This is an optimization exercise on Yosys and OpenROAD, whose aim is small area, a short achievable clock period and few clock cycles, not a production implementation. Function was checked by simulation only, so behaviour that the tests miss may differ from the original. Power is estimated from default activity; no workload was simulated.

==> design/flow/design.v <==
module wsprer_incdiv #(
    parameter integer NDIG = 5
) (
    input             clk,
    input             rst,
    input             load,
    input             sel,
    input      [31:0] clk_a,
    input      [5:0]  blen_a,      
    input      [31:0] clk_b,
    input      [5:0]  blen_b,      
    input      [63:0] target,
    input      [6:0]  blen_t,      
    output            running,
    output     [31:0] op_clk,
    output     [5:0]  op_blen,
    output     [63:0] inc,
    output reg        valid
);
    localparam integer M_MAX = (65 + NDIG - 1) / NDIG;
    localparam integer N_MAX = NDIG * M_MAX;         
    localparam integer QW    = N_MAX;
    reg  [31:0]   c_r;
    reg  [5:0]    cb_r;
    reg  [60:0]   d_r;        
    reg           bad;        
    reg  [63:0]   s_r, k_r;   
    reg  [QW-1:0] q_r, qm_r;  
    reg  [4:0]    cnt;
    reg           qp_r, qm_r1;         
    reg  [NDIG-1:0] dp_r, dm_r;        
    assign running = (cnt != 5'd0);
    assign op_clk  = c_r;
    assign op_blen = cb_r;
    assign inc     = q_r[63:0];
    wire [31:0] c_in  = sel ? clk_a : clk_b;
    wire [5:0]  cb_in = sel ? blen_a : blen_b;
    function [7:0] nraw(input [5:0] bc, input [6:0] bt);
        nraw = {2'b0, bc} + 8'd63 - {1'b0, bt};
    endfunction
    function [4:0] mcyc(input [7:0] nr);      
        reg [7:0] v;
        begin
            v = (nr < 8'd34) ? 8'd34 : (nr > N_MAX) ? N_MAX : nr;
            mcyc = (v + NDIG - 1) / NDIG;
        end
    endfunction
    function [2:0] rpad(input [7:0] nr);       
        reg [7:0] v;
        begin
            v = (nr < 8'd34) ? 8'd34 : (nr > N_MAX) ? N_MAX : nr;
            rpad = ((v + NDIG - 1) / NDIG) * NDIG - v;
        end
    endfunction
    function badops(input [5:0] bc, input [6:0] bt, input [7:0] nr);
        badops = (bc == 6'd0) || (bt == 7'd0) || (bt > 7'd61) ||
                 (nr < 8'd34) || (nr > N_MAX);
    endfunction
    wire [7:0] nr_a = nraw(blen_a, blen_t);
    wire [7:0] nr_b = nraw(blen_b, blen_t);
    wire [4:0] m_in = sel ? mcyc(nr_a) : mcyc(nr_b);
    wire [2:0] r_in = sel ? rpad(nr_a) : rpad(nr_b);
    wire       bad_in = sel ? badops(blen_a, blen_t, nr_a) : badops(blen_b, blen_t, nr_b);
    wire [5:0]  lz_c = 6'd32 - cb_in;
    wire [31:0] cn   = c_in << lz_c[4:0];
    wire [63:0] w0   = {4'd0, cn, 28'd0} >> r_in;
    wire [6:0]  sh_t = 7'd61 - blen_t;
    wire [60:0] dn   = target[60:0] << sh_t[5:0];
    function [63:0] xsel(input p, input m, input [60:0] d);
        xsel = p ? {3'b111, ~d} : m ? {3'b000, d} : 64'd0;
    endfunction
    function [3:0] est_after(input [63:0] s, input [63:0] k, input p, input m, input [60:0] d);
        reg [63:0] a, b, x, sn, kn;
        begin
            a  = {s[62:0], 1'b0};
            b  = {k[62:0], 1'b0};
            x  = xsel(p, m, d);
            sn = a ^ b ^ x;
            kn = {((a & b) | (a & x) | (b & x)), 1'b0};
            est_after = sn[62:59] + kn[62:59];
        end
    endfunction
    reg [63:0]     s_n, k_n, x, a2, b2;
    reg            qp, qm, np_p, nm_p, np_z, nm_z, np_m, nm_m, nxt_p, nxt_m;
    reg [3:0]      e_p, e_z, e_m;
    reg [NDIG-1:0] dp, dm;       
    integer i;
    always @* begin
        s_n = s_r;
        k_n = k_r;
        qp  = qp_r;
        qm  = qm_r1;
        for (i = NDIG - 1; i >= 0; i = i - 1) begin
            e_p  = est_after(s_n, k_n, 1'b1, 1'b0, d_r);
            e_z  = est_after(s_n, k_n, 1'b0, 1'b0, d_r);
            e_m  = est_after(s_n, k_n, 1'b0, 1'b1, d_r);
            np_p = !e_p[3];  nm_p = e_p[3] && (e_p != 4'hF);
            np_z = !e_z[3];  nm_z = e_z[3] && (e_z != 4'hF);
            np_m = !e_m[3];  nm_m = e_m[3] && (e_m != 4'hF);
            nxt_p = qp ? np_p : qm ? np_m : np_z;
            nxt_m = qp ? nm_p : qm ? nm_m : nm_z;
            dp[i] = qp;
            dm[i] = qm;
            a2    = {s_n[62:0], 1'b0};
            b2    = {k_n[62:0], 1'b0};
            x     = xsel(qp, qm, d_r);
            s_n   = a2 ^ b2 ^ x;
            k_n   = {((a2 & b2) | (a2 & x) | (b2 & x)), 1'b0} | {63'd0, qp};
            qp    = nxt_p;
            qm    = nxt_m;
        end
    end
    wire [NDIG:0]   v    = {1'b0, dp_r} - {1'b0, dm_r};
    wire [NDIG-1:0] vm1  = dp_r + ~dm_r;          
    wire            vge0 = (dp_r >= dm_r);
    wire            vge1 = (dp_r > dm_r);
    wire [QW-1:0]   q_n  = {(vge0 ? q_r[QW-1-NDIG:0] : qm_r[QW-1-NDIG:0]), v[NDIG-1:0]};
    wire [QW-1:0]   qm_n = {(vge1 ? q_r[QW-1-NDIG:0] : qm_r[QW-1-NDIG:0]), vm1};
    wire [63:0]   wsum  = s_r + k_r;
    wire [QW-1:0] qf    = wsum[63] ? qm_n : q_n;
    wire [QW-1:0] incf  = qf - {{(QW-34){1'b0}}, 1'b1, 33'd0};
    wire          ok_f  = !bad && (qf[QW-1:33] != 0) &&
                          (qf[QW-1:64] == 0 || (qf[QW-1:65] == 0 && qf[63:32] == 32'd0));
    always @(posedge clk) begin
        if (rst) begin
            cnt   <= 5'd0;
            valid <= 1'b0;
        end else if (load) begin
            cnt   <= m_in + 5'd1;
        end else if (cnt != 5'd0) begin
            cnt   <= cnt - 5'd1;
            if (cnt == 5'd1)
                valid <= ok_f;
        end
        if (load) begin
            c_r  <= c_in;
            cb_r <= cb_in;
            d_r  <= dn;
            bad  <= bad_in;
            s_r  <= w0;
            k_r  <= 64'd0;
            q_r  <= {QW{1'b0}};
            qm_r <= {QW{1'b1}};
            qp_r  <= 1'b1;            
            qm_r1 <= 1'b0;
            dp_r  <= {NDIG{1'b0}};
            dm_r  <= {NDIG{1'b0}};
        end else if (cnt > 5'd1) begin
            s_r  <= s_n;
            k_r  <= k_n;
            q_r  <= q_n;
            qm_r <= qm_n;
            qp_r  <= qp;
            qm_r1 <= qm;
            dp_r  <= dp;
            dm_r  <= dm;
        end else if (cnt == 5'd1) begin
            q_r  <= incf;
        end
    end
endmodule
module wsprer_ddfs (
    input             clk,
    input             rst,
    input             bus_we,
    input             bus_re,
    input      [5:0]  bus_addr,
    input      [31:0] bus_wdata,
    output reg [31:0] bus_rdata,
    output            busy,
    input      [31:0] lines_avail,
    input             sched_ready,
    input             lines_lost,
    output     [31:0] line_out,
    output     [31:0] line_oe
);
    localparam [31:0] CONFIG_VAL = 32'h0002_0204;
    localparam [31:0] LINES_HI   = 32'h001F_0000;
    localparam [1:0] ST_STOPPED = 2'd0, ST_INIT = 2'd1, ST_RUN = 2'd2, ST_FATAL = 2'd3;
    localparam [2:0] R_OK = 3'd0, R_CONFIG = 3'd1, R_CONFLICT = 3'd2, R_ILLEGAL = 3'd3;
    localparam [2:0] E_IDLE = 3'd0, E_LOAD = 3'd1, E_DRIVE = 3'd2, E_DELAY = 3'd3, E_SLACK = 3'd4;
    reg [31:0] clk_hz, target_lo, target_hi, underrun_cnt, acc, clk_act, x_reg;
    reg [63:0] inc;
    reg [1:0]  state;
    reg        stop_pending, stalled, ph, own;
    reg [2:0]  result, e_phase;
    reg [3:0]  out, pat_a;
    reg [4:0]  pin_base;
    reg [32:0] dcnt;           
    reg [31:0] fifo [0:3];
    reg [1:0]  rd_ptr, wr_ptr;
    reg [2:0]  level;
    reg        pend;
    reg        pend_is_start;
    reg [4:0]  pend_pb;
    reg [3:0]  pend_pat;
    reg        pend_pr;
    assign busy = pend;
    assign line_oe  = own ? (32'h0000_000F << pin_base) : 32'd0;
    assign line_out = own ? ({28'd0, out} << pin_base) : 32'd0;
    wire        wr_ok  = bus_we && (bus_addr[1:0] == 2'b00);
    wire        rd_ok  = bus_re && (bus_addr[1:0] == 2'b00);
    wire [3:0]  wr_reg = bus_addr[5:2];
    wire        cmd_wr = wr_ok && (wr_reg == 4'h0) && !pend;
    wire [31:0] w      = bus_wdata;
    wire dec_nop   = (w == 32'h0000_0000);
    wire dec_start = (w[3:0] == 4'h1) && ((w & 32'hFFFF_0E00) == 32'd0);
    wire dec_setf  = (w[3:0] == 4'h2) && ((w & 32'hFFFF_FFE0) == 32'd0);
    wire dec_stop  = (w[3:0] == 4'h3) && ((w & 32'hFFFF_FFE0) == 32'd0);
    wire dec_clr   = (w == 32'h0000_0004);
    wire dec_ill   = !(dec_nop || dec_start || dec_setf || dec_stop || dec_clr);
    wire div_start = cmd_wr && (dec_start || dec_setf);
    wire st_stopped = (state == ST_STOPPED);
    wire st_init    = (state == ST_INIT);
    wire st_run     = (state == ST_RUN);
    wire st_fatal   = (state == ST_FATAL);
    function [5:0] bitlen32(input [31:0] v);
        integer i;
        begin
            bitlen32 = 6'd0;
            for (i = 0; i < 32; i = i + 1)
                if (v[i]) bitlen32 = i + 1;
        end
    endfunction
    reg  [5:0] bl_hz, bl_act, bl_lo, bl_hi;
    wire [5:0] bl_w   = bitlen32(bus_wdata);
    wire [6:0] blen_t = (bl_hi != 6'd0) ? {1'b0, bl_hi} + 7'd32 : {1'b0, bl_lo};
    wire        div_run;
    wire        div_valid;
    wire [63:0] div_inc;
    wire [31:0] div_clk;
    wire [5:0]  div_blen;
    wsprer_incdiv #(.NDIG(4)) u_incdiv (
        .clk     (clk),
        .rst     (rst),
        .load    (!pend),
        .sel     (w[0]),                   
        .clk_a   (clk_hz),
        .blen_a  (bl_hz),
        .clk_b   (clk_act),
        .blen_b  (bl_act),
        .target  ({target_hi, target_lo}),
        .blen_t  (blen_t),
        .running (div_run),
        .op_clk  (div_clk),
        .op_blen (div_blen),
        .inc     (div_inc),
        .valid   (div_valid)
    );
    wire c_ok    = cmd_wr && (dec_nop || dec_stop || dec_clr);
    wire c_ill   = cmd_wr && dec_ill;
    wire c_clr   = cmd_wr && dec_clr;
    wire td_host = cmd_wr && dec_stop && (st_init || (st_run && w[4]));
    wire sp_set  = cmd_wr && dec_stop && st_run && !w[4];
    wire exec  = pend && !div_run;
    wire ex_st = exec && pend_is_start;
    wire ex_sf = exec && !pend_is_start;
    wire [28:0] avail4;
    genvar gp;
    generate
        for (gp = 0; gp < 29; gp = gp + 1) begin : g_av
            assign avail4[gp] = &lines_avail[gp+3:gp];
        end
    endgenerate
    wire [31:0] pb_oh    = 32'd1 << pend_pb;
    wire        avail_ok = |(avail4 & pb_oh[28:0]);
    wire st_can = ex_st && st_stopped && div_valid;        
    wire st_ok  = st_can && avail_ok;
    wire sf_ok  = ex_sf && (st_init || st_run) && div_valid;
    wire own_h  = st_ok || (own && !td_host);
    wire loss   = lines_lost && own_h;
    wire clear  = loss || td_host;               
    wire [1:0] state_h = loss ? ST_FATAL : st_ok ? ST_INIT : td_host ? ST_STOPPED : state;
    wire       sp_h    = !clear && (stop_pending || sp_set);
    wire       stall_h = !clear && stalled;      
    wire [2:0] eph_h   = clear ? E_IDLE : e_phase;
    wire       empty_h = clear || st_ok || (level == 3'd0);
    wire       full_h  = !clear && !st_ok && (level == 3'd4);
    wire e_load  = (eph_h == E_LOAD);
    wire e_drive = (eph_h == E_DRIVE);
    wire e_delay = (eph_h == E_DELAY);
    wire e_slack = (eph_h == E_SLACK);
    wire pop     = e_load && !sp_h && !empty_h;
    wire stall1  = e_load && !sp_h && empty_h && !stall_h;    
    wire torn    = e_drive && sp_h;
    wire drive   = e_drive && !sp_h;
    reg [2:0] eph_e;
    always @* begin
        eph_e = eph_h;
        if (e_load && (sp_h || !empty_h))
            eph_e = E_DRIVE;
        if (e_drive)
            eph_e = sp_h ? E_IDLE : (x_reg != 32'd0) ? E_DELAY : E_SLACK;
        if (e_delay && dcnt == 33'd1)
            eph_e = E_SLACK;
        if (e_slack && dcnt[0])
            eph_e = E_LOAD;
    end
    wire push = !torn && (state_h == ST_INIT || state_h == ST_RUN) && sched_ready && !full_h;
    wire        new_ops = (ex_st && st_stopped && div_valid) || sf_ok;
    wire [31:0] sch_a   = (new_ops && (pend_is_start || pend_pr)) ? 32'd0 : acc;
    wire [63:0] sch_i   = new_ops ? div_inc : inc;
    wire [63:0] sch_sum = {32'd0, sch_a} + sch_i;
    wire       flush    = clear || st_ok || torn;
    wire [2:0] lvl_base = flush ? 3'd0 : level;
    wire [2:0] level_n  = lvl_base - {2'd0, pop} + {2'd0, push};
    wire       teardown = clear || torn;
    wire [1:0] state_s  = torn ? ST_STOPPED : state_h;
    wire       promote  = (state_s == ST_INIT) && (level_n == 3'd4);
    reg [2:0] result_n;
    always @* begin
        result_n = result;
        if (c_ok)  result_n = R_OK;
        if (c_ill) result_n = R_ILLEGAL;
        if (ex_st)
            result_n = st_fatal ? R_CONFIG : !st_stopped ? R_CONFLICT :
                       (!avail_ok || !div_valid) ? R_CONFIG : R_OK;
        if (ex_sf)
            result_n = (!(st_init || st_run) || !div_valid) ? R_CONFIG : R_OK;
    end
    wire [31:0] ucnt_h   = (c_clr || st_ok) ? 32'd0 : underrun_cnt;
    wire [31:0] ucnt_n   = (stall1 && ucnt_h != 32'hFFFF_FFFF) ? ucnt_h + 32'd1 : ucnt_h;
    wire [31:0] status = {7'd0, e_phase, out, own, ph, 5'd0, level, 1'b0, result,
                          stalled, stop_pending, state};
    reg [31:0] rd_val;
    always @* begin
        case (bus_addr[5:2])
            4'h1:    rd_val = status;
            4'h2:    rd_val = clk_hz;
            4'h3:    rd_val = target_lo;
            4'h4:    rd_val = target_hi;
            4'h5:    rd_val = underrun_cnt;
            4'h6:    rd_val = inc[31:0];
            4'h7:    rd_val = inc[63:32];
            4'h8:    rd_val = acc;
            4'h9:    rd_val = CONFIG_VAL;
            4'hA:    rd_val = 32'd0;                        
            4'hB:    rd_val = LINES_HI | {20'd0, pat_a, 3'd0, pin_base};
            4'hC:    rd_val = clk_act;
            4'hD:    rd_val = x_reg;
            default: rd_val = 32'd0;                        
        endcase
    end
    always @(posedge clk) begin
        if (rst) begin
            clk_hz        <= 32'd0;
            target_lo     <= 32'd0;
            target_hi     <= 32'd0;
            bl_hz         <= 6'd0;
            bl_lo         <= 6'd0;
            bl_hi         <= 6'd0;
            bl_act        <= 6'd0;
            underrun_cnt  <= 32'd0;
            acc           <= 32'd0;
            clk_act       <= 32'd0;
            x_reg         <= 32'd0;
            inc           <= 64'd0;
            state         <= ST_STOPPED;
            stop_pending  <= 1'b0;
            stalled       <= 1'b0;
            ph            <= 1'b0;
            own           <= 1'b0;
            result        <= R_OK;
            e_phase       <= E_IDLE;
            out           <= 4'd0;
            pat_a         <= 4'd0;
            pin_base      <= 5'd0;
            rd_ptr        <= 2'd0;
            wr_ptr        <= 2'd0;
            level         <= 3'd0;
            pend          <= 1'b0;
            bus_rdata     <= 32'd0;
        end else begin
            if (wr_ok && wr_reg == 4'h2) begin clk_hz    <= bus_wdata; bl_hz <= bl_w; end
            if (wr_ok && wr_reg == 4'h3) begin target_lo <= bus_wdata; bl_lo <= bl_w; end
            if (wr_ok && wr_reg == 4'h4) begin target_hi <= bus_wdata; bl_hi <= bl_w; end
            if (st_ok) begin
                clk_act  <= div_clk;
                bl_act   <= div_blen;
                pin_base <= pend_pb;
                pat_a    <= pend_pat;
            end
            if (st_ok || sf_ok)
                inc <= div_inc;
            if (push)
                acc <= sch_sum[31:0];
            else if (st_ok || (sf_ok && pend_pr))
                acc <= 32'd0;
            if (pop)
                x_reg <= fifo[rd_ptr];
            underrun_cnt  <= ucnt_n;
            result        <= result_n;
            state         <= promote ? ST_RUN : state_s;
            e_phase       <= teardown ? E_IDLE : promote ? E_LOAD : eph_e;
            stop_pending  <= !torn && sp_h;
            stalled       <= !torn && (e_load ? (!sp_h && empty_h) : stall_h);
            own           <= !teardown && own_h;
            ph            <= !teardown && !st_ok && (drive ? !ph : ph);
            out           <= teardown ? 4'd0 : st_ok ? ~pend_pat :
                             drive ? (ph ? ~pat_a : pat_a) : out;
            rd_ptr        <= flush ? wr_ptr : rd_ptr + {1'b0, pop};
            wr_ptr        <= wr_ptr + {1'b0, push};
            level         <= level_n;
            pend          <= div_start || (pend && !exec);
            bus_rdata     <= rd_ok ? rd_val : 32'd0;
        end
        case (e_phase)
            E_DRIVE: dcnt <= (x_reg != 32'd0) ? {x_reg, 1'b0} : 33'd2;
            E_DELAY: dcnt <= (dcnt == 33'd1) ? 33'd2 : dcnt - 33'd1;
            E_SLACK: dcnt <= dcnt - 33'd1;
            default: ;
        endcase
        if (level != 3'd4)
            fifo[wr_ptr] <= sch_sum[63:32];
        if (div_start) begin
            pend_is_start <= dec_start;
            pend_pb       <= w[8:4];
            pend_pat      <= w[15:12];
            pend_pr       <= w[4];
        end
    end
endmodule
==> design/flow/run.sh <==
#!/bin/bash
# synth_recipe.tcl (not shown) runs the flow's synth.tcl, then flattens the netlist and writes it again
# the make line also repeats each setting of config.mk as NAME=value (left out here)
make -C /OpenROAD-flow-scripts/flow DESIGN_CONFIG=/design/flow/config.mk WORK_HOME=/design/flow/orfs CLKGATE_MAP_FILE= SYNTH_SCRIPT=/design/flow/synth_recipe.tcl finish
==> design/flow/config.mk <==
export PLATFORM = sky130hd
export DESIGN_NAME = wsprer_ddfs
export DESIGN_NICKNAME = wsprer_ddfs
export VERILOG_FILES = /design/flow/design.v
export SDC_FILE = /design/flow/constraint.sdc
export NUM_CORES = 4
export LEC_CHECK = 0
export ABC_CLOCK_PERIOD_IN_PS = 4500
export CAP_MARGIN = 20
export CORE_MARGIN = 2
export CORE_UTILIZATION = 40
export PLACE_DENSITY = 0.6
export SETUP_SLACK_MARGIN = 5
export SLEW_MARGIN = 20
==> design/flow/constraint.sdc <==
create_clock -name core_clock -period 10.0 [get_ports {clk}]
set_input_delay 2.0000 -clock core_clock [delete_from_list [all_inputs] [get_ports {clk}]]
set_output_delay 2.0000 -clock core_clock [all_outputs]
set_load 0.01 [all_outputs]
==> results.sh, run 1 <==
export IMPL_cp_end_kind="register"
export IMPL_largest_register="fifo"
export IMPL_dp_hpwl_mm=164
export IMPL_root_buffer="clkbuf_16"
export IMPL_fin_crit_ns=6.67
export IMPL_crit_path_start_kind="register"
export IMPL_synth_nets=7789
export IMPL_io_buffer_count=172
export IMPL_regToRegSetupSlack_ns=3.33
export IMPL_vias=56813
export IMPL_crit_path_max_incr_delay_ns=0.60
export IMPL_synth_cells=7248
export IMPL_die_x_um=399
export IMPL_ys_flop_type="dfxtp_1"
export IMPL_finalSetupViolCount=0
export IMPL_crit_type="reg2reg"
export IMPL_seq_area_frac_synth_pct=34.7
export IMPL_largest_reg_flops=128
export IMPL_drt_iter0_drc=6806
export IMPL_die_y_um=399
export IMPL_finalCritPeriodShare_pct=66.7
export IMPL_tightestPinTransition_ns=1.16
export IMPL_final_setup_tns_ns=0
export IMPL_crit_arrival_ns=7.17
export IMPL_max_freq_ghz=0.150
export IMPL_via_per_inst=5.98
export IMPL_async_flop_share_pct=0
export IMPL_grt_use_total_pct=29.1
export IMPL_ir_drop_v=0.000168
export IMPL_wl_mm=241
export IMPL_start_util_pct=40.1
export IMPL_crit_path_top_delay_cell="fa_2"
export IMPL_status="complete, no violations"
export IMPL_timing_critical_path_mode_cell="fa_2"
export IMPL_slew_headroom_pct=22.3
export IMPL_utilization_pct=48.5
export IMPL_drt_pass1_iterations=12
export IMPL_synth_edf_count=335
export IMPL_grt_max_degree=127
export IMPL_netlist_area_um2=62500
export IMPL_cts_htree_levels=3
export IMPL_postCtsHoldBufs=0
export IMPL_core_um2=156000
export IMPL_avgRoutedWirePerCell_um=25.3
export IMPL_overflow=0
export IMPL_grt_pass1_wl_mm=351
export IMPL_clk_pin_slew_ns=0.06
export IMPL_crit_required_ns=10.50
export IMPL_cts_inserted_buffers=102
export IMPL_drc=0
export IMPL_ys_seq_elements=914
export IMPL_min_path_type="reg2reg"
export IMPL_grt_pass1_vias=53389
export IMPL_clk_latency_ns=0.82
export IMPL_final_hold_viol_count=0
export IMPL_dieArea_um2=159000
export IMPL_cts_sinks=914
export IMPL_rsz0062_at_grt="true"
export IMPL_drive_gt1_share_pct=16.6
export IMPL_finClkSkew_ns=0.102
export IMPL_cp_max_fo=8
export IMPL_fin_nets=7893
export IMPL_io_pin_count=173
export IMPL_dp_slack_ns=1.70
export IMPL_ant_nets=0
export IMPL_cts_path_max_buffers=3
export IMPL_final_cell_mix="1,200 x nand2_1, 578 x nor2_1, 563 x dfxtp_1"
export IMPL_synth_cell_types=93
export IMPL_yosys_warnings=2
export IMPL_syn_avg_cell_area_um2=8.62
export IMPL_area_growth_pct=20.8
export IMPL_place_gp_congestion=1.04
export IMPL_drv_slew=0
export IMPL_leakagePower_nw=28.7
export IMPL_power_density_nw_per_um2=168
export IMPL_antenna_found_initial=19
export IMPL_final_common_cell="nand2_1"
export IMPL_cap_violations=0
export IMPL_num_rows=145
export IMPL_cts_tree="done"
export IMPL_setup_slack_ns=3.33
## report_power, final
part,internal (W),switching [W]
combinational,0.00205,0.00264
sequential,0.00384,0.0000217
clock,0.00235,0.00178
total,0.00824,0.00444
## metrics by stage
stage / instance area, um2 / total power (W) / hold slack [ns] / std cells
after detailed placement: 66300 / 0.00697 / 0.452 / 9053
after CTS: 73100 / 0.0120 / 0.444 / 9410
after global placement: 66300 / 0.00689 / 0.445 / 9053
after floorplan: 63100 / 0.00617 / 0.436 / 7248
final: 75500 / 0.0127 / 0.457 / 9505
after global routing: 75400 / 0.0133 / 0.463 / 9501
## metal layers
metal	up-vias	share of wire, %	track usage (%)
li1	25475	-	-
met1	27968	40	38.6
met2	2796	44	44.2
met3	554	11	8.35
met4	20	4.8	12.0
met5	-	0.15	1.03
## path summary, 6_finish.rpt
path,startpoint,to,depth (start not counted)
worst min register to register,u_incdiv.q_r[63],inc[63],2
worst max register to register,u_incdiv.d_r[59],u_incdiv.s_r[30],30
worst min-delay path,u_incdiv.q_r[63],inc[63],2
worst max-delay path,u_incdiv.d_r[59],u_incdiv.s_r[30],30
## cells by family after synthesis
kind of cell | Yosys count | share of synthesized area, %
multiplexers | 627 | 11.0
AND/OR/NAND/NOR | 2513 | 17.4
flip-flops | 914 | 34.7
adder cells (fa/ha/maj) | 465 | 12.6
XOR/XNOR | 229 | 3.22
buffers and inverters | 920 | 5.58
AO/OA/AOI/OAI | 1580 | 15.6
## synth_stat cells, types with 9 or more instances
master	count	area [um2]
dfxtp_1	579	11600
xor2_1	103	902
a22oi_1	46	345
a31oi_1	88	551
inv_1	386	1450
nand2b_1	36	225
nor3_1	89	445
a22o_1	48	420
o211ai_1	86	646
o21a_1	9	67.6
or3_1	14	87.6
and2_1	52	325
nor4_1	47	294
or2_2	19	119
buf_2	11	55.1
fa_1	272	5450
clkbuf_1	450	1690
mux2i_1	532	5330
nor2_1	649	2440
xnor2_1	125	1090
nor2b_1	62	388
a221oi_1	49	429
o31ai_1	19	143
nand2_1	1236	4640
nand4_1	39	244
nor3b_1	19	143
a222oi_1	23	230
a21oi_1	629	3150
ha_1	193	2410
buf_1	61	229
nand3_1	151	756
mux2_2	54	608
a21o_1	48	360
a211oi_1	71	533
nand3b_1	19	143
mux4_2	40	901
o22ai_1	33	206
o21bai_1	16	120
or4_1	16	120
and3_1	33	206
o21ai_0	306	1530
edfxtp_1	335	10100
## worst max-delay path: cells and delay by family (launching register included)
family / cells / cell delay [ns]
and+or+nand+nor: 5 / 0.68
buffers and inverters: 7 / 0.90
muxes: 2 / 0.30
adders and majority gates: 7 / 2.82
AOI/OAI and AO/OA: 6 / 0.86
xor gates and xnor gates: 3 / 0.47
DFF: 1 / 0.39
## repair_timing
item                                    4_1_cts  5_1_grt
endpoints found under the hold margin         0        0
cloned                                       20        9
endpoints found under the setup margin      420      380
setup buffers                               143       80
resized for setup                           447      406
pin swaps                                   110      164
## area by class of cell
cell class / instances / area [um2]
Fill cell: 14553 / 80200
Multi-Input combinational cell: 5419 / 40700
Sequential cell: 914 / 21700
Timing Repair Buffer: 519 / 5300
Clock buffer: 134 / 2770
Tap cell: 2058 / 2570
Inverter: 394 / 1550
Clock inverter: 60 / 872
Timing Repair inverter: 2 / 38.8
Antenna cell: 5 / 12.5
Testbench counts, summed over its fixed seeds: cycles 4,728.
==> run 2: changes to the inputs <==
--- a/design/flow/design.v
+++ b/design/flow/design.v
@@ -17,19 +17,20 @@
     output     [63:0] inc,
     output reg        valid
 );
-    localparam integer M_MAX = (65 + NDIG - 1) / NDIG;
-    localparam integer N_MAX = NDIG * M_MAX;         
-    localparam integer QW    = N_MAX;
+    localparam integer NR_MAX = 66;
+    localparam integer M_MAX  = (NR_MAX + NDIG - 1) / NDIG;
+    localparam integer QW     = NR_MAX;             
     reg  [31:0]   c_r;
     reg  [5:0]    cb_r;
-    reg  [60:0]   d_r;        
+    reg  [59:0]   d_r;        
     reg           bad;        
     reg  [63:0]   s_r, k_r;   
     reg  [QW-1:0] q_r, qm_r;  
     reg  [4:0]    cnt;
     reg           qp_r, qm_r1;         
     reg  [NDIG-1:0] dp_r, dm_r;        
-    assign running = (cnt != 5'd0);
+    reg           done_r;     
+    assign running = !done_r;
     assign op_clk  = c_r;
     assign op_blen = cb_r;
     assign inc     = q_r[63:0];
@@ -41,20 +42,20 @@
     function [4:0] mcyc(input [7:0] nr);      
         reg [7:0] v;
         begin
-            v = (nr < 8'd34) ? 8'd34 : (nr > N_MAX) ? N_MAX : nr;
+            v = (nr < 8'd34) ? 8'd34 : (nr > NR_MAX) ? NR_MAX : nr;
             mcyc = (v + NDIG - 1) / NDIG;
         end
     endfunction
     function [2:0] rpad(input [7:0] nr);       
         reg [7:0] v;
         begin
-            v = (nr < 8'd34) ? 8'd34 : (nr > N_MAX) ? N_MAX : nr;
+            v = (nr < 8'd34) ? 8'd34 : (nr > NR_MAX) ? NR_MAX : nr;
             rpad = ((v + NDIG - 1) / NDIG) * NDIG - v;
         end
     endfunction
     function badops(input [5:0] bc, input [6:0] bt, input [7:0] nr);
         badops = (bc == 6'd0) || (bt == 7'd0) || (bt > 7'd61) ||
-                 (nr < 8'd34) || (nr > N_MAX);
+                 (nr < 8'd34) || (nr > NR_MAX);
     endfunction
     wire [7:0] nr_a = nraw(blen_a, blen_t);
     wire [7:0] nr_b = nraw(blen_b, blen_t);
@@ -66,10 +67,10 @@
     wire [63:0] w0   = {4'd0, cn, 28'd0} >> r_in;
     wire [6:0]  sh_t = 7'd61 - blen_t;
     wire [60:0] dn   = target[60:0] << sh_t[5:0];
-    function [63:0] xsel(input p, input m, input [60:0] d);
-        xsel = p ? {3'b111, ~d} : m ? {3'b000, d} : 64'd0;
+    function [63:0] xsel(input p, input m, input [59:0] d);
+        xsel = p ? {4'b1110, ~d} : m ? {4'b0001, d} : 64'd0;
     endfunction
-    function [3:0] est_after(input [63:0] s, input [63:0] k, input p, input m, input [60:0] d);
+    function [3:0] est_after(input [63:0] s, input [63:0] k, input p, input m, input [59:0] d);
         reg [63:0] a, b, x, sn, kn;
         begin
             a  = {s[62:0], 1'b0};
@@ -122,6 +123,7 @@
     wire          ok_f  = !bad && (qf[QW-1:33] != 0) &&
                           (qf[QW-1:64] == 0 || (qf[QW-1:65] == 0 && qf[63:32] == 32'd0));
     always @(posedge clk) begin
+        done_r <= rst || (cnt == 5'd1) || (done_r && !load);
         if (rst) begin
             cnt   <= 5'd0;
             valid <= 1'b0;
@@ -135,28 +137,17 @@
         if (load) begin
             c_r  <= c_in;
             cb_r <= cb_in;
-            d_r  <= dn;
+            d_r  <= dn[59:0];
             bad  <= bad_in;
-            s_r  <= w0;
-            k_r  <= 64'd0;
-            q_r  <= {QW{1'b0}};
-            qm_r <= {QW{1'b1}};
-            qp_r  <= 1'b1;            
-            qm_r1 <= 1'b0;
-            dp_r  <= {NDIG{1'b0}};
-            dm_r  <= {NDIG{1'b0}};
-        end else if (cnt > 5'd1) begin
-            s_r  <= s_n;
-            k_r  <= k_n;
-            q_r  <= q_n;
-            qm_r <= qm_n;
-            qp_r  <= qp;
-            qm_r1 <= qm;
-            dp_r  <= dp;
-            dm_r  <= dm;
-        end else if (cnt == 5'd1) begin
-            q_r  <= incf;
         end
+        s_r   <= load ? w0 : s_n;
+        k_r   <= load ? 64'd0 : k_n;
+        q_r   <= load ? {QW{1'b0}} : (cnt == 5'd1) ? incf : q_n;
+        qm_r  <= load ? {QW{1'b1}} : qm_n;
+        qp_r  <= load || qp;          
+        qm_r1 <= !load && qm;
+        dp_r  <= load ? {NDIG{1'b0}} : dp;
+        dm_r  <= load ? {NDIG{1'b0}} : dm;
     end
 endmodule
 module wsprer_ddfs (
@@ -404,12 +395,12 @@
             pend          <= div_start || (pend && !exec);
             bus_rdata     <= rd_ok ? rd_val : 32'd0;
         end
-        case (e_phase)
-            E_DRIVE: dcnt <= (x_reg != 32'd0) ? {x_reg, 1'b0} : 33'd2;
-            E_DELAY: dcnt <= (dcnt == 33'd1) ? 33'd2 : dcnt - 33'd1;
-            E_SLACK: dcnt <= dcnt - 33'd1;
-            default: ;
-        endcase
+        if (e_phase == E_DRIVE)
+            dcnt <= (x_reg != 32'd0) ? {x_reg, 1'b0} : 33'd2;
+        else if (e_phase == E_DELAY && dcnt == 33'd1)
+            dcnt <= 33'd2;
+        else
+            dcnt <= dcnt - 33'd1;
         if (level != 3'd4)
             fifo[wr_ptr] <= sch_sum[63:32];
         if (div_start) begin
--- a/design/flow/config.mk
+++ b/design/flow/config.mk
@@ -12,3 +12,4 @@
 export PLACE_DENSITY = 0.6
 export SETUP_SLACK_MARGIN = 5
 export SLEW_MARGIN = 20
+export TNS_END_PERCENT = 0
==> results.sh, run 2 <==
export IMPL_grt_pass1_wl_mm=322
export IMPL_crit_arrival_ns=7.00
export IMPL_cts_sinks=912
export IMPL_status="complete, no violations"
export IMPL_die_y_um=389
export IMPL_utilization_pct=45.9
export IMPL_stdcell_area_um2=67700
export IMPL_cts_path_max_buffers=3
export IMPL_largest_reg_flops=128
export IMPL_synth_edf_count=237
export IMPL_startpoint="u_incdiv.d_r[59]"
export IMPL_grt_max_degree=174
export IMPL_grt_pass1_vias=48749
export IMPL_rr_endpoint="u_incdiv.s_r[55]"
export IMPL_synth_top_area_share_pct=22.7
export IMPL_finClkSkew_ns=0.0564
export IMPL_seq_area_frac_synth_pct=34.7
export IMPL_tightestPinTransition_ns=1.09
export IMPL_cp_end_kind="register"
export IMPL_root_buffer="clkbuf_16"
export IMPL_yosysTopAreaCell="dfxtp_1"
export IMPL_leakagePower_nw=26.4
export IMPL_synth_common_cells="1,262 x nand2_1, 675 x dfxtp_1, 560 x a21oi_1, 540 x nor2_1, 408 x mux2i_1"
export IMPL_antenna_found_initial=9
export IMPL_max_freq_ghz=0.155
export IMPL_slew_headroom_pct=26.5
export IMPL_dp_hpwl_mm=158
export IMPL_die_x_um=389
export IMPL_rsz0062_at_grt="true"
export IMPL_ys_seq_elements=912
export IMPL_final_common_cell="nand2_1"
export IMPL_drt_pass1_iterations=8
export IMPL_netlist_area_um2=59400
export IMPL_min_path_type="reg2reg"
export IMPL_final_setup_tns_ns=0
export IMPL_power_density_nw_per_um2=138
export IMPL_syn_avg_cell_area_um2=8.59
export IMPL_grt_use_total_pct=28.1
export IMPL_regToRegSetupSlack_ns=3.56
export IMPL_ir_drop_v=0.000149
export IMPL_dieArea_um2=152000
export IMPL_finalCritPeriodShare_pct=64.4
export IMPL_crit_required_ns=10.56
export IMPL_timing_critical_path_mode_cell="fa_1"
export IMPL_drc=0
export IMPL_avgRoutedWirePerCell_um=24.5
export IMPL_endpoint="u_incdiv.s_r[55]"
export IMPL_area_growth_pct=14.0
export IMPL_clk_latency_ns=0.76
export IMPL_postCtsHoldBufs=0
export IMPL_crit_path_top_delay_cell="fa_1"
export IMPL_crit_type="reg2reg"
export IMPL_cap_violations=0
export IMPL_core_um2=148000
export IMPL_largest_register="fifo"
export IMPL_drive_gt1_share_pct=8.66
export IMPL_via_per_inst=5.84
export IMPL_ant_nets=0
export IMPL_cts_htree_levels=3
export IMPL_place_gp_congestion=1.02
export IMPL_reg2reg_depth=28
export IMPL_wl_mm=219
export IMPL_async_flop_share_pct=0
export IMPL_dpl_instance_area_um2=62900
export IMPL_final_cell_mix="1,257 x nand2_1, 668 x dfxtp_1, 550 x a21oi_1"
export IMPL_synth_nets=7452
export IMPL_drt_iter0_drc=5925
export IMPL_crit_path_start_kind="register"
export IMPL_final_hold_viol_count=0
export IMPL_holdPathStages=2
export IMPL_overflow=0
export IMPL_num_rows=141
export IMPL_synth_most_common_cell="nand2_1"
export IMPL_crit_path_max_incr_delay_ns=0.55
export IMPL_finalSetupViolCount=0
export IMPL_ys_flop_type="dfxtp_1"
export IMPL_yosys_warnings=2
export IMPL_cp_max_fo=8
export IMPL_clk_pin_slew_ns=0.06
export IMPL_cts_inserted_buffers=100
export IMPL_start_util_pct=40.2
export IMPL_hold_ws_ns=0.456
export IMPL_fin_nets=7462
export IMPL_synthTopCellsByArea="dfxtp_1 23%, edfxtp_1 12%, fa_1 8.9%, nand2_1 8.0%, mux2i_1 6.9%"
export IMPL_vias=52195
export IMPL_io_buffer_count=172
export IMPL_synth_cell_types=107
export IMPL_fin_crit_ns=6.44
export IMPL_cts_tree="done"
export IMPL_r2r_start="u_incdiv.d_r[59]"
export IMPL_io_pin_count=173
export IMPL_synth_cells=6915
export IMPL_drv_slew=0
-- run 2: changes by cell type in the layout (fill, tap and decap cells not counted), moves of 59 or more --
cell	change
o211ai_1	-70
fa_1	+59
edfxtp_1	-98
dfxtp_1	+105
buf_4	-146
and2_1	+65
a21oi_2	-79
fa_2	-67
mux2i_1	-117
-- run 2: repair_timing --
| action | 4_1_cts | 5_1_grt |
|---|---|---|
| buffers inserted | 38 | 17 |
| setup endpoints to repair | 441 | 464 |
| cloned | 14 | 3 |
| resized for setup | 113 | 54 |
| pin swaps | 25 | 30 |
-- run 2: worst min path at each step --
stage	slack (ns)	startpoint	endpoint
after floorplan	0.44	u_incdiv.q_r[63]	inc[63]
after global placement	0.44	u_incdiv.qm_r[15]	u_incdiv.q_r[19]
after detailed placement	0.45	u_incdiv.qm_r[22]	u_incdiv.q_r[26]
after CTS	0.46	u_incdiv.qm_r[15]	u_incdiv.q_r[19]
after global routing	0.47	u_incdiv.qm_r[26]	u_incdiv.q_r[30]
final	0.46	u_incdiv.qm_r[21]	u_incdiv.q_r[25]
-- run 2: power by group --
part | total (W) | switching [W] | internal (W)
sequential | 0.00379 | 0.0000165 | 0.00378
clock | 0.00385 | 0.00168 | 0.00217
combinational | 0.00171 | 0.00103 | 0.000674
total | 0.00935 | 0.00273 | 0.00662
-- run 2: through the flow --
stage | std cells | worst slack, ns | power (W)
floorplan | 6915 | 3.49 | 0.00477
global placement | 8680 | 1.92 | 0.00511
detailed placement | 8680 | 1.88 | 0.00514
CTS | 8919 | 3.67 | 0.00925
global route | 8940 | 3.35 | 0.00969
finish | 8944 | 3.56 | 0.00935
-- run 2: per-layer routing --
| metal | wire length [um] | track usage (%) | up-vias |
|---|---|---|---|
| li1 | - | - | 23962 |
| met1 | 91400 | 38.2 | 25472 |
| met2 | 96400 | 42.9 | 2284 |
| met3 | 19300 | 5.32 | 471 |
| met4 | 12200 | 13.6 | 6 |
| met5 | 46 | 0 | - |
-- run 2: worst max-delay path, delay by kind of cell, from the launching register on --
family | cells | cell delay, ns
and+or+nand+nor | 5 | 0.64
AOI/OAI and AO/OA | 7 | 1.42
adders and majority gates | 7 | 2.53
DFF | 1 | 0.47
buffers and inverters | 7 | 0.89
xor gates and xnor gates | 2 | 0.30
-- run 2: logic make-up (layout without fill, tap and decap cells) --
family	Yosys count	in the layout	share of synthesized area, %
xor gates and xnor gates	218	219	3.30
and+or+nand+nor	2545	2547	18.9
buffers and inverters	830	913	5.40
DFF	912	912	34.7
other	0	4	0
adders and majority gates	461	461	13.0
AOI/OAI and AO/OA	1443	1452	15.0
muxes	506	506	9.62
-- run 2: layout make-up --
class | instances | area, um2
Multi-Input combinational cell | 5185 | 36500
Inverter | 405 | 1530
Sequential cell | 912 | 20700
Timing Repair Buffer | 321 | 3230
Clock inverter | 65 | 671
Fill cell | 14093 | 79900
Antenna cell | 4 | 10.0
Clock buffer | 122 | 2710
Tap cell | 1930 | 2410
Testbench counts of run 2, summed over its fixed seeds: cycles 4,728.
==> run 3: changes to the inputs <==
--- a/design/flow/design.v
+++ b/design/flow/design.v
@@ -15,7 +15,7 @@
     output     [31:0] op_clk,
     output     [5:0]  op_blen,
     output     [63:0] inc,
-    output reg        valid
+    output            valid
 );
     localparam integer NR_MAX = 66;
     localparam integer M_MAX  = (NR_MAX + NDIG - 1) / NDIG;
@@ -33,7 +33,6 @@
     assign running = !done_r;
     assign op_clk  = c_r;
     assign op_blen = cb_r;
-    assign inc     = q_r[63:0];
     wire [31:0] c_in  = sel ? clk_a : clk_b;
     wire [5:0]  cb_in = sel ? blen_a : blen_b;
     function [7:0] nraw(input [5:0] bc, input [6:0] bt);
@@ -117,23 +116,27 @@
     wire            vge1 = (dp_r > dm_r);
     wire [QW-1:0]   q_n  = {(vge0 ? q_r[QW-1-NDIG:0] : qm_r[QW-1-NDIG:0]), v[NDIG-1:0]};
     wire [QW-1:0]   qm_n = {(vge1 ? q_r[QW-1-NDIG:0] : qm_r[QW-1-NDIG:0]), vm1};
+    localparam integer J33 = 33 / NDIG;
+    localparam integer O33 = 33 % NDIG;
+    localparam integer LW  = 33 + O33;
+    wire            dec33 = (cnt == J33);
+    wire [LW:0]     q_lo  = {1'b0, q_n[LW-1:0]}  - (1 << O33);
+    wire [LW:0]     qm_lo = {1'b0, qm_n[LW-1:0]} - (1 << O33);
+    wire [QW-1:0]   q_d   = dec33 ? {{(QW-LW){q_lo[LW]}} | q_n[QW-1:LW], q_lo[LW-1:0]} : q_n;
+    wire [QW-1:0]   qm_d  = dec33 ? {{(QW-LW){qm_lo[LW]}} | qm_n[QW-1:LW], qm_lo[LW-1:0]} : qm_n;
     wire [63:0]   wsum  = s_r + k_r;
-    wire [QW-1:0] qf    = wsum[63] ? qm_n : q_n;
-    wire [QW-1:0] incf  = qf - {{(QW-34){1'b0}}, 1'b1, 33'd0};
-    wire          ok_f  = !bad && (qf[QW-1:33] != 0) &&
-                          (qf[QW-1:64] == 0 || (qf[QW-1:65] == 0 && qf[63:32] == 32'd0));
+    wire          ok_q  = !bad && (q_n[QW-1:64] == 0)  && (q_n[63:32] != 32'hFFFF_FFFF);
+    wire          ok_qm = !bad && (qm_n[QW-1:64] == 0) && (qm_n[63:32] != 32'hFFFF_FFFF);
+    assign inc   = wsum[63] ? qm_n[63:0] : q_n[63:0];
+    assign valid = wsum[63] ? ok_qm : ok_q;
     always @(posedge clk) begin
         done_r <= rst || (cnt == 5'd1) || (done_r && !load);
-        if (rst) begin
-            cnt   <= 5'd0;
-            valid <= 1'b0;
-        end else if (load) begin
-            cnt   <= m_in + 5'd1;
-        end else if (cnt != 5'd0) begin
-            cnt   <= cnt - 5'd1;
-            if (cnt == 5'd1)
-                valid <= ok_f;
-        end
+        if (rst)
+            cnt <= 5'd0;
+        else if (load)
+            cnt <= m_in;
+        else if (cnt != 5'd0)
+            cnt <= cnt - 5'd1;
         if (load) begin
             c_r  <= c_in;
             cb_r <= cb_in;
@@ -142,8 +145,8 @@
         end
         s_r   <= load ? w0 : s_n;
         k_r   <= load ? 64'd0 : k_n;
-        q_r   <= load ? {QW{1'b0}} : (cnt == 5'd1) ? incf : q_n;
-        qm_r  <= load ? {QW{1'b1}} : qm_n;
+        q_r   <= load ? {QW{1'b0}} : q_d;
+        qm_r  <= load ? {QW{1'b1}} : qm_d;
         qp_r  <= load || qp;          
         qm_r1 <= !load && qm;
         dp_r  <= load ? {NDIG{1'b0}} : dp;
@@ -265,8 +268,8 @@
     wire       sp_h    = !clear && (stop_pending || sp_set);
     wire       stall_h = !clear && stalled;      
     wire [2:0] eph_h   = clear ? E_IDLE : e_phase;
-    wire       empty_h = clear || st_ok || (level == 3'd0);
-    wire       full_h  = !clear && !st_ok && (level == 3'd4);
+    wire       empty_h = clear || (level == 3'd0);
+    wire       full_h  = !clear && (level == 3'd4);
     wire e_load  = (eph_h == E_LOAD);
     wire e_drive = (eph_h == E_DRIVE);
     wire e_delay = (eph_h == E_DELAY);
@@ -289,15 +292,16 @@
     end
     wire push = !torn && (state_h == ST_INIT || state_h == ST_RUN) && sched_ready && !full_h;
     wire        new_ops = (ex_st && st_stopped && div_valid) || sf_ok;
-    wire [31:0] sch_a   = (new_ops && (pend_is_start || pend_pr)) ? 32'd0 : acc;
-    wire [63:0] sch_i   = new_ops ? div_inc : inc;
-    wire [63:0] sch_sum = {32'd0, sch_a} + sch_i;
+    wire [31:0] acc_new = (pend_is_start || pend_pr) ? 32'd0 : acc;
+    wire [63:0] sum_old = {32'd0, acc} + inc;
+    wire [63:0] sum_new = {32'd0, acc_new} + div_inc;
+    wire [63:0] sch_sum = new_ops ? sum_new : sum_old;
     wire       flush    = clear || st_ok || torn;
     wire [2:0] lvl_base = flush ? 3'd0 : level;
     wire [2:0] level_n  = lvl_base - {2'd0, pop} + {2'd0, push};
     wire       teardown = clear || torn;
     wire [1:0] state_s  = torn ? ST_STOPPED : state_h;
-    wire       promote  = (state_s == ST_INIT) && (level_n == 3'd4);
+    wire       promote  = st_init && !clear && (level == 3'd3) && push;
     reg [2:0] result_n;
     always @* begin
         result_n = result;
==> results.sh, run 3 <==
export IMPL_io_buffer_count=172
export IMPL_postCtsHoldBufs=0
export IMPL_cts_htree_levels=3
export IMPL_cp_end_kind="register"
export IMPL_status="complete, no violations"
export IMPL_rsz0062_at_grt="true"
export IMPL_drv_slew=0
export IMPL_yosys_warnings=2
export IMPL_drive_gt1_share_pct=9.60
export IMPL_num_rows=144
export IMPL_power_switching_w=0.00282
export IMPL_cts_inserted_buffers=104
export IMPL_finClkSkew_ns=0.0899
export IMPL_synthTopCellsByArea="dfxtp_1 22%, edfxtp_1 11%, fa_1 8.5%, mux2i_1 6.9%, nand2_1 6.5%"
export IMPL_synth_cells=7201
export IMPL_clk_latency_ns=0.78
export IMPL_finalCritPeriodShare_pct=65.9
export IMPL_vias=55414
export IMPL_grt_max_degree=113
export IMPL_crit_path_max_incr_delay_ns=0.74
export IMPL_leakagePower_nw=27.8
export IMPL_ir_drop_v=0.000158
export IMPL_die_x_um=399
export IMPL_final_cell_mix="1,083 x nand2_1, 667 x dfxtp_1, 579 x nor2_1"
export IMPL_avgRoutedWirePerCell_um=25.2
export IMPL_start_util_pct=40.4
export IMPL_r2r_start="u_incdiv.d_r[59]"
export IMPL_grt_pass1_wl_mm=345
export IMPL_synth_cell_types=106
export IMPL_syn_avg_cell_area_um2=8.66
export IMPL_path_cells="clkdlybuf4s50_1, nor4_2, nand4_1, nor4_2, nand2_1, o41ai_4, nand2_1, a21oi_2, buf_4, or2_1, buf_4, inv_1, ha_1, inv_1, fa_1, nor2_1"
export IMPL_clock_power_share_pct=42.8
export IMPL_busiest_layer="met2"
export IMPL_final_setup_tns_ns=0
export IMPL_synth_top_area_share_pct=21.6
export IMPL_ys_flop_type="dfxtp_1"
export IMPL_area_growth_pct=14.0
export IMPL_setup_slack_ns=3.41
export IMPL_drt_iter0_drc=5781
export IMPL_crit_required_ns=10.70
export IMPL_top_regs="fifo (128), inc (64), u_incdiv.s_r (64)"
export IMPL_cts_tree="done"
export IMPL_startpoint="bus_wdata[23]"
export IMPL_fin_crit_ns=6.59
export IMPL_synth_nets=7770
export IMPL_met3_usage_pct=6.51
export IMPL_comb_power_share_pct=17.8
export IMPL_finalSetupViolCount=0
export IMPL_synth_common_cells="1,084 x nand2_1, 672 x dfxtp_1, 595 x nor2_1, 498 x a21oi_1, 431 x inv_1"
export IMPL_min_path_type="reg2reg"
export IMPL_tightestPinTransition_ns=1.32
export IMPL_synth_most_common_cell="nand2_1"
export IMPL_dieArea_um2=159000
export IMPL_seq_area_frac_synth_pct=33.0
export IMPL_cp_num_buf_inv=5
export IMPL_seqPwrFrac_pct=39.4
export IMPL_grt_pass1_vias=52626
export IMPL_final_common_cell="nand2_1"
export IMPL_io_pin_count=173
export IMPL_ant_nets=0
export IMPL_utilization_pct=46.0
export IMPL_slew_headroom_pct=11.9
export IMPL_switching_share_pct=29.2
export IMPL_dp_slack_ns=2.15
export IMPL_crit_arrival_ns=7.29
export IMPL_drt_pass1_iterations=7
export IMPL_place_gp_congestion=0.986
export IMPL_cts_path_max_buffers=3
export IMPL_power_density_nw_per_um2=136
export IMPL_root_buffer="clkbuf_16"
export IMPL_core_um2=154000
export IMPL_fin_nets=7770
export IMPL_cts_sinks=909
export IMPL_max_freq_ghz=0.152
export IMPL_synth_edf_count=237
export IMPL_crit_path_top_delay_cell="clkdlybuf4s50_1"
export IMPL_die_y_um=399
export IMPL_crit_path_start_kind="input port"
export IMPL_hold_ws_ns=0.460
export IMPL_use_met1_pct=37.5
export IMPL_crit_type="in2reg"
export IMPL_wl_mm=235
export IMPL_cap_violations=0
export IMPL_use_met2_pct=45.9
export IMPL_clk_pin_slew_ns=0.07
export IMPL_antenna_found_initial=19
export IMPL_holdCritStartpoint="bl_lo[4]"
export IMPL_drc=0
export IMPL_largest_reg_flops=128
export IMPL_async_flop_share_pct=0
export IMPL_final_hold_viol_count=0
export IMPL_netlist_area_um2=62400
export IMPL_p_int_w=0.00685
export IMPL_grt_use_total_pct=28.8
export IMPL_yosysTopAreaCell="dfxtp_1"
export IMPL_ys_seq_elements=909
export IMPL_via_per_inst=5.93
export IMPL_dp_hpwl_mm=174
export IMPL_overflow=0
export IMPL_cp_max_fo=33
export IMPL_crit_family="simple AND/OR/NAND/NOR gates"
export IMPL_largest_register="fifo"
## run 3: cell count changes after synthesis, moves of 42 or more
cell     change
nand3_1     -44
a21oi_1     -62
o21ai_0     -47
nor2_1      +55
mux2_2      +58
nand2_1    -178
and2_1      +42
and3_1      +42
xor2_1      +49
## run 3: area by class of cell
cell class                 instances  area (um2)
fill                           14859       83300
multi-input combinational       5426       39500
sequential                       909       20600
timing repair buffer             322        3050
clock buffer                     132        2840
tap                             2044        2560
inverter                         438        1660
clock inverter                    66         873
antenna                            2        5.00
## run 3: kinds of logic (layout without fill, tap and decap cells)
logic type / Yosys count / count (layout) / share of synthesized area, %
compound gates: 1528 / 1528 / 15.8
xor+xnor: 295 / 295 / 4.17
fa+ha+maj: 493 / 493 / 13.1
buf+inv: 867 / 958 / 5.35
flops: 909 / 909 / 33.0
mux: 572 / 572 / 10.1
other cells: 0 / 2 / 0
simple gates: 2537 / 2538 / 18.6
## run 3: worst register-to-register path, cell delays in order, from the launching register on
cell,delay (ns)
edfxtp_1,0.43
clkinv_4,0.12
fa_1,0.54
inv_2,0.05
ha_4,0.16
fa_2,0.40
xor2_2,0.15
a31oi_1,0.16
a21oi_1,0.10
o22a_4,0.25
buf_8,0.23
fa_1,0.62
inv_1,0.08
ha_1,0.32
ha_2,0.40
nor2_1,0.07
nor2_1,0.15
xnor2_1,0.12
or3_4,0.36
o21ai_4,0.09
xor2_4,0.19
buf_12,0.15
clkbuf_16,0.19
nor2_1,0.08
a21oi_4,0.13
fa_1,0.42
a222oi_1,0.33
inv_1,0.13
## run 3: worst paths after layout
| path | cells past startpoint | endpoint | slack (ns) |
|---|---|---|---|
| max | 16 | level[1] | 3.41 |
| min | 2 | bl_lo[4] | 0.46 |
| max reg2reg | 27 | u_incdiv.s_r[47] | 3.47 |
| min reg2reg | 2 | bl_lo[4] | 0.46 |
## run 3: per-stage QoR
| stage | instance area, um2 | power [W] | cells |
|---|---|---|---|
| after floorplan | 62700 | 0.00498 | 7201 |
| after global placement | 66300 | 0.00536 | 9087 |
| after detailed placement | 66300 | 0.00539 | 9088 |
| after CTS | 70800 | 0.00962 | 9319 |
| after global routing | 71100 | 0.0100 | 9338 |
| final | 71100 | 0.00967 | 9339 |
## run 3: metal layers
layer | part of all wire (%) | vias up | routed length [um]
met5 | 0.059 | - | 139
met4 | 4.6 | 20 | 10800
met3 | 9.1 | 499 | 21400
met2 | 45 | 2384 | 107000
met1 | 41 | 27260 | 95900
li1 | - | 25251 | -
## run 3: power by group through the flow
stage / Clock [W] / Combinational [W] / Sequential (W)
6_report: 0.00414 / 0.00172 / 0.00381
5_1_grt: 0.00432 / 0.00191 / 0.00381
4_1_cts: 0.00418 / 0.00163 / 0.00381
3_5_place_dp: 0 / 0.00150 / 0.00389
3_3_place_gp: 0 / 0.00147 / 0.00389
2_1_floorplan: 0 / 0.00109 / 0.00388
## run 3: repair_timing
item | CTS | global route
cloned | 2 | 3
resized for setup | 103 | 22
setup endpoints to repair | 527 | 515
setup buffers | 31 | 14
hold endpoints to repair | 0 | 0
pin swaps | 17 | 17
Testbench counts of run 3, summed over its fixed seeds: cycles 4,344.
==> run 4: changes to the inputs <==
--- a/design/flow/config.mk
+++ b/design/flow/config.mk
@@ -8,8 +8,8 @@
 export ABC_CLOCK_PERIOD_IN_PS = 4500
 export CAP_MARGIN = 20
 export CORE_MARGIN = 2
-export CORE_UTILIZATION = 40
-export PLACE_DENSITY = 0.6
+export CORE_UTILIZATION = 50
+export PLACE_DENSITY = 0.65
 export SETUP_SLACK_MARGIN = 5
 export SLEW_MARGIN = 20
 export TNS_END_PERCENT = 0
==> results.sh, run 4 <==
export IMPL_rsz0062_at_grt="true"
export IMPL_avgRoutedWirePerCell_um=25.5
export IMPL_via_per_inst=6.23
export IMPL_synth_edf_count=237
export IMPL_crit_type="in2reg"
export IMPL_vias=55598
export IMPL_finClkSkew_ns=0.0532
export IMPL_dieArea_um2=128000
export IMPL_start_util_pct=50.4
export IMPL_root_buffer="clkbuf_16"
export IMPL_crit_arrival_ns=7.16
export IMPL_crit_path_start_kind="input port"
export IMPL_place_gp_congestion=1.01
export IMPL_grt_pass1_wl_mm=339
export IMPL_yosysTopAreaCell="dfxtp_1"
export IMPL_netlist_area_um2=62400
export IMPL_dp_hpwl_mm=165
export IMPL_leakagePower_nw=27.7
export IMPL_area_growth_pct=13.1
export IMPL_cp_end_kind="register"
export IMPL_syn_avg_cell_area_um2=8.66
export IMPL_power_density_nw_per_um2=135
export IMPL_synthTopCellsByArea="dfxtp_1 22%, edfxtp_1 11%, fa_1 8.5%, mux2i_1 6.9%, nand2_1 6.5%"
export IMPL_clk_pin_slew_ns=0.06
export IMPL_drc=0
export IMPL_grt_max_degree=152
export IMPL_stdcell_count=8930
export IMPL_min_path_type="reg2reg"
export IMPL_grt_use_total_pct=35.0
export IMPL_core_um2=124000
export IMPL_crit_required_ns=10.68
export IMPL_multiInputGateArea_um2=39700
export IMPL_async_flop_share_pct=0
export IMPL_finalCritPeriodShare_pct=64.8
export IMPL_synth_most_common_cell="nand2_1"
export IMPL_seq_area_frac_synth_pct=33.0
export IMPL_cts_tree="done"
export IMPL_cap_violations=0
export IMPL_yosys_warnings=2
export IMPL_wl_mm=228
export IMPL_synth_nets=7770
export IMPL_cts_htree_levels=3
export IMPL_ff_latch_area_um2=20600
export IMPL_drt_iter0_drc=6412
export IMPL_fin_crit_ns=6.48
export IMPL_ys_seq_elements=909
export IMPL_drv_slew=0
export IMPL_largest_reg_flops=128
export IMPL_slew_headroom_pct=15.2
export IMPL_synth_top_area_share_pct=21.6
export IMPL_cts_path_max_buffers=3
export IMPL_largest_register="fifo"
export IMPL_synth_cells=7201
export IMPL_synth_cell_types=106
export IMPL_final_setup_tns_ns=0
export IMPL_final_cell_mix="1,082 x nand2_1, 666 x dfxtp_1, 577 x nor2_1"
export IMPL_drt_pass1_iterations=9
export IMPL_fin_nets=7765
export IMPL_num_rows=129
export IMPL_max_freq_ghz=0.154
export IMPL_ant_nets=0
export IMPL_cts_inserted_buffers=102
export IMPL_fillers=11104
export IMPL_io_buffer_count=172
export IMPL_top_regs="fifo (128), inc (64), u_incdiv.s_r (64)"
export IMPL_numPlacedInstances=8671
export IMPL_antenna_found_initial=13
export IMPL_io_pin_count=173
export IMPL_synth_common_cells="1,084 x nand2_1, 672 x dfxtp_1, 595 x nor2_1, 498 x a21oi_1, 431 x inv_1"
export IMPL_overflow=0
export IMPL_utilization_pct=57.0
export IMPL_cts_sinks=909
export IMPL_drive_gt1_share_pct=9.77
export IMPL_ys_flop_type="dfxtp_1"
export IMPL_finalSetupViolCount=0
export IMPL_cp_max_fo=21
export IMPL_die_y_um=357
export IMPL_die_x_um=357
export IMPL_tightestPinTransition_ns=1.26
export IMPL_clk_latency_ns=0.77
export IMPL_ir_drop_v=0.000141
export IMPL_grt_pass1_vias=52992
export IMPL_final_hold_viol_count=0
export IMPL_final_common_cell="nand2_1"
export IMPL_status="complete, no violations"
[run 4: layout make-up]
cell class | count | area share [%]
timing repair buffer | 316 | 4.33
clock inverter | 60 | 0.912
sequential | 909 | 29.2
tap | 1637 | 2.90
inverter | 438 | 2.35
multi-input combinational | 5429 | 56.2
antenna | 7 | 0.0248
clock buffer | 134 | 4.05
[run 4: critical path: stages]
cell and delay [ns]:
clkdlybuf4s50_1 0.54, and3b_1 0.18, a31oi_1 0.04, o311a_1 0.40
a22oi_1 0.16, o221ai_1 0.33, or2_4 0.41, or4_4 0.64
and3_1 0.24, ha_1 0.38, nand3_1 0.26, nor2_1 0.08
nand3_1 0.13, nand2_1 0.10, or4_4 0.67, or4_1 0.43
a21oi_1 0.14
[run 4: routing by layer]
| metal | up-vias | part of all wire, % | GRT usage, % |
|---|---|---|---|
| met2 | 2688 | 44 | 54.2 |
| met3 | 592 | 9.9 | 8.87 |
| met5 | - | 0.026 | 0 |
| met4 | 10 | 6.0 | 18.2 |
| met1 | 27076 | 40 | 45.2 |
| li1 | 25232 | - | - |
[run 4: worst paths after layout]
kind                     from          endpoint  slack, ns  depth (start not counted)
max           lines_avail[17]  underrun_cnt[31]       3.52                         17
min                  bl_lo[2]          bl_lo[2]       0.46                          2
max reg2reg  u_incdiv.d_r[59]  u_incdiv.s_r[28]       3.54                         29
min reg2reg          bl_lo[2]          bl_lo[2]       0.46                          2
[run 4: power by group]
part	total [W]	leakage, nW	switching (W)	internal (W)
sequential	0.00381	7.95	0.0000308	0.00378
clock	0.00396	1.71	0.00172	0.00225
combinational	0.00172	18.0	0.00102	0.000694
total	0.00949	27.7	0.00277	0.00672
[run 4: per-stage QoR]
stage	total power, W	instance area, um2	hold WS (ns)	setup slack [ns]
6_report	0.00949	70500	0.459	3.52
5_1_grt	0.00984	70500	0.479	3.28
4_1_cts	0.00947	70200	0.463	3.52
3_5_place_dp	0.00539	65700	0.455	1.90
3_3_place_gp	0.00537	65700	0.442	2.07
2_1_floorplan	0.00498	62700	0.422	3.55
[run 4: timing repair]
action | in CTS | in global routing
gates cloned | 7 | 0
pin swaps | 34 | 27
setup buffers | 35 | 15
endpoints found under the setup margin | 522 | 495
gates resized for setup | 128 | 39
hold buffers | 0 | 0
[run 4: cell families after synthesis]
logic type / count (synthesis) / synth area share, %
flops: 909 / 33.0
compound gates: 1528 / 15.8
buf+inv: 867 / 5.35
mux: 572 / 10.1
simple gates: 2537 / 18.6
fa+ha+maj: 493 / 13.1
xor+xnor: 295 / 4.17
==> run 5: changes to the inputs <==
--- a/design/flow/config.mk
+++ b/design/flow/config.mk
@@ -8,8 +8,11 @@
 export ABC_CLOCK_PERIOD_IN_PS = 4500
 export CAP_MARGIN = 20
 export CORE_MARGIN = 2
-export CORE_UTILIZATION = 50
-export PLACE_DENSITY = 0.65
+export CORE_UTILIZATION = 40
+export CTS_BUF_LIST = sky130_fd_sc_hd__clkbuf_8
+export CTS_CLUSTER_DIAMETER = 40
+export CTS_CLUSTER_SIZE = 12
+export PLACE_DENSITY = 0.6
 export SETUP_SLACK_MARGIN = 5
 export SLEW_MARGIN = 20
 export TNS_END_PERCENT = 0
==> results.sh, run 5 <==
export IMPL_clk_latency_ns=0.94
export IMPL_largest_reg_flops=128
export IMPL_cts_htree_levels=4
export IMPL_final_setup_tns_ns=0
export IMPL_final_common_cell="nand2_1"
export IMPL_ant_nets=0
export IMPL_comb_power_share_pct=18.7
export IMPL_hold_end="bl_lo[4]"
export IMPL_grt_pass1_vias=52893
export IMPL_seqPwrFrac_pct=40.9
export IMPL_start_util_pct=40.4
export IMPL_tightestPinTransition_ns=1.22
export IMPL_avgRoutedWirePerCell_um=25.0
export IMPL_synth_top_area_share_pct=21.6
export IMPL_max_freq_ghz=0.152
export IMPL_dp_hpwl_mm=174
export IMPL_cp_end_kind="register"
export IMPL_ir_drop_v=0.000132
export IMPL_via_per_inst=5.88
export IMPL_cts_path_max_buffers=3
export IMPL_netlist_area_um2=62400
export IMPL_async_flop_share_pct=0
export IMPL_finalSetupViolCount=0
export IMPL_slew_headroom_pct=18.9
export IMPL_fillers=14980
export IMPL_die_x_um=399
export IMPL_final_hold_viol_count=0
export IMPL_yosysTopAreaCell="dfxtp_1"
export IMPL_top_regs="fifo (128), inc (64), u_incdiv.s_r (64)"
export IMPL_drv_slew=0
export IMPL_clock_power_share_pct=40.4
export IMPL_seq_area_frac_synth_pct=33.0
export IMPL_holdCritStartpoint="bl_lo[4]"
export IMPL_drt_pass1_iterations=7
export IMPL_yosys_warnings=2
export IMPL_area_growth_pct=13.6
export IMPL_rsz0062_at_grt="true"
export IMPL_clk_pin_slew_ns=0.07
export IMPL_synth_cells=7201
export IMPL_numPlacedInstances=9088
export IMPL_antenna_found_initial=20
export IMPL_drive_gt1_share_pct=10.6
export IMPL_synth_nets=7770
export IMPL_power_switching_w=0.00291
export IMPL_reg2reg_depth=23
export IMPL_core_um2=154000
export IMPL_cap_violations=0
export IMPL_crit_arrival_ns=7.43
export IMPL_syn_avg_cell_area_um2=8.66
export IMPL_drc=0
export IMPL_finalPower_w=0.00931
export IMPL_ys_seq_elements=909
export IMPL_synth_edf_count=237
export IMPL_wl_mm=236
export IMPL_root_buffer="clkbuf_8"
export IMPL_drt_iter0_drc=5756
export IMPL_overflow=0
export IMPL_synth_cell_types=106
export IMPL_fin_crit_ns=6.56
export IMPL_min_path_type="reg2reg"
export IMPL_regToRegSetupSlack_ns=3.49
export IMPL_largest_register="fifo"
export IMPL_leakagePower_nw=27.8
export IMPL_synthTopCellsByArea="dfxtp_1 22%, edfxtp_1 11%, fa_1 8.5%, mux2i_1 6.9%, nand2_1 6.5%"
export IMPL_p_int_w=0.00640
export IMPL_vias=55417
export IMPL_crit_type="in2reg"
export IMPL_grt_pass1_wl_mm=347
export IMPL_power_density_nw_per_um2=132
export IMPL_r2r_start="u_incdiv.k_r[51]"
export IMPL_dp_slack_ns=2.15
export IMPL_synth_common_cells="1,084 x nand2_1, 672 x dfxtp_1, 595 x nor2_1, 498 x a21oi_1, 431 x inv_1"
export IMPL_cp_max_fo=33
export IMPL_cts_tree="done"
export IMPL_die_y_um=399
export IMPL_io_buffer_count=172
export IMPL_crit_required_ns=10.87
export IMPL_grt_max_degree=113
export IMPL_dieArea_um2=159000
export IMPL_switching_share_pct=31.2
export IMPL_status="complete, no violations"
export IMPL_fin_nets=7820
export IMPL_num_rows=144
export IMPL_stdcell_count=9432
export IMPL_cts_sinks=909
export IMPL_place_gp_congestion=0.986
export IMPL_finClkSkew_ns=0.0554
export IMPL_finalCritPeriodShare_pct=65.6
export IMPL_crit_path_start_kind="input port"
export IMPL_holdPathStages=2
export IMPL_grt_use_total_pct=29.0
export IMPL_cts_inserted_buffers=146
export IMPL_setup_slack_ns=3.44
export IMPL_final_cell_mix="1,083 x nand2_1, 667 x dfxtp_1, 579 x nor2_1"
export IMPL_synth_most_common_cell="nand2_1"
export IMPL_rr_endpoint="fifo[3][5]"
export IMPL_io_pin_count=173
export IMPL_ys_flop_type="dfxtp_1"
## run 5: power groups by stage
stage / Sequential (W) / Combinational, W / Clock, W
floorplan: 0.00388 / 0.00109 / 0
global placement: 0.00389 / 0.00147 / 0
detailed placement: 0.00389 / 0.00150 / 0
CTS: 0.00381 / 0.00169 / 0.00381
global route: 0.00381 / 0.00193 / 0.00397
finish: 0.00381 / 0.00174 / 0.00377
## run 5: routing by layer
layer | global-route usage, % | part of all wire (%) | up-vias | routed length, um
met5 | 0 | 0.017 | - | 40
met4 | 11.8 | 4.3 | 8 | 10100
met3 | 6.82 | 9.2 | 464 | 21600
met2 | 46.0 | 46 | 2389 | 107000
met1 | 37.8 | 41 | 27204 | 96600
li1 | - | - | 25352 | -
## run 5: how the worst max path moves through the flow
| stage | startpoint | endpoint | slack [ns] | cells after the start |
|---|---|---|---|---|
| 2_1_floorplan | u_incdiv.d_r[59] | u_incdiv.s_r[30] | 3.55 | 26 |
| 3_3_place_gp | u_incdiv.d_r[59] | u_incdiv.s_r[48] | 2.18 | 24 |
| 3_5_place_dp | u_incdiv.d_r[59] | u_incdiv.s_r[49] | 2.15 | 25 |
| 4_1_cts | u_incdiv.d_r[59] | u_incdiv.s_r[29] | 3.56 | 29 |
| 5_1_grt | u_incdiv.d_r[59] | u_incdiv.s_r[57] | 3.24 | 31 |
| 6_report | bus_wdata[25] | level[1] | 3.44 | 16 |
## run 5: worst max-delay path: stages
cell	delay [ns]
clkdlybuf4s50_1	0.75
nor4_1	0.61
nand4_1	0.27
nor4_2	0.55
nand2_1	0.22
o41ai_4	0.65
nand2_1	0.24
a21oi_2	0.18
buf_4	0.40
or2_1	0.17
buf_4	0.42
inv_1	0.17
ha_1	0.21
inv_1	0.06
fa_1	0.41
nor2_1	0.09
## run 5: through the flow
stage          util [%]  cell area (um2)  hold slack, ns
2_1_floorplan         -            62700           0.422
4_1_cts            45.7            70600           0.461
3_5_place_dp       42.9            66300           0.451
6_report           45.9            70800           0.461
5_1_grt            45.8            70800           0.487
3_3_place_gp       42.9            66300           0.446
## run 5: timing repair
action / CTS / global route
setup endpoints to repair: 564 / 528
hold buffers: 0 / 0
setup buffers: 46 / 6
pin swaps: 34 / 22
cloned: 4 / 1
resized for setup: 116 / 19
## run 5: area by class of cell
cell class                      instances  area, um2  area share [%]
Timing Repair Buffer                  329       3110            4.39
Tap cell                             2044       2560            3.61
Sequential cell                       909      20600            29.1
Antenna cell                           12       30.0          0.0424
Clock inverter                        118       1220            1.72
Clock buffer                          155       2130            3.01
Multi-Input combinational cell       5427      39500            55.8
Inverter                              438       1650            2.34
## run 5: logic make-up after synthesis
group,synth area share (%)
AOI/OAI and AO/OA,15.8
xor gates and xnor gates,4.17
adders and majority gates,13.1
buffers and inverters,5.35
DFF,33.0
muxes,10.1
and+or+nand+nor,18.6

port drivers added, routing unchanged:
No port has a modelled driver above. Below, the same layouts with a new extraction and two added sets of constraints.
Step 1, drivers: a clkbuf_16 drives clk and a buf_2 each remaining input, both assumed.
Step 2, shift: input delay + t, output delay - t, t = (earliest + latest rising clock arrival at the registers) / 2. This alone moves slack from input paths to output paths.
Three values: ideal ports, drivers, drivers and shift; two values: the first two.
| run | shift t [ns] | slack for setup (ns) | cell pins on the clock port's net |
|---|---|---|---|
| run 1 | 0.846 | 3.328 / 3.328 / 2.745 | 1 |
| run 2 | 0.811 | 3.562 / 3.562 / 2.886 | 1 |
| run 3 | 0.815 | 3.407 / 3.460 / 2.645 | 1 |
| run 4 | 0.816 | 3.517 / 3.540 / 2.747 | 1 |
| run 5 | 0.994 | 3.437 / 3.486 / 2.494 | 1 |
After both steps setup and hold are still met in every run listed. For run 5, which loses most, drivers alone change the setup slack by +0.049 ns; drivers and shift together by -0.943 ns.
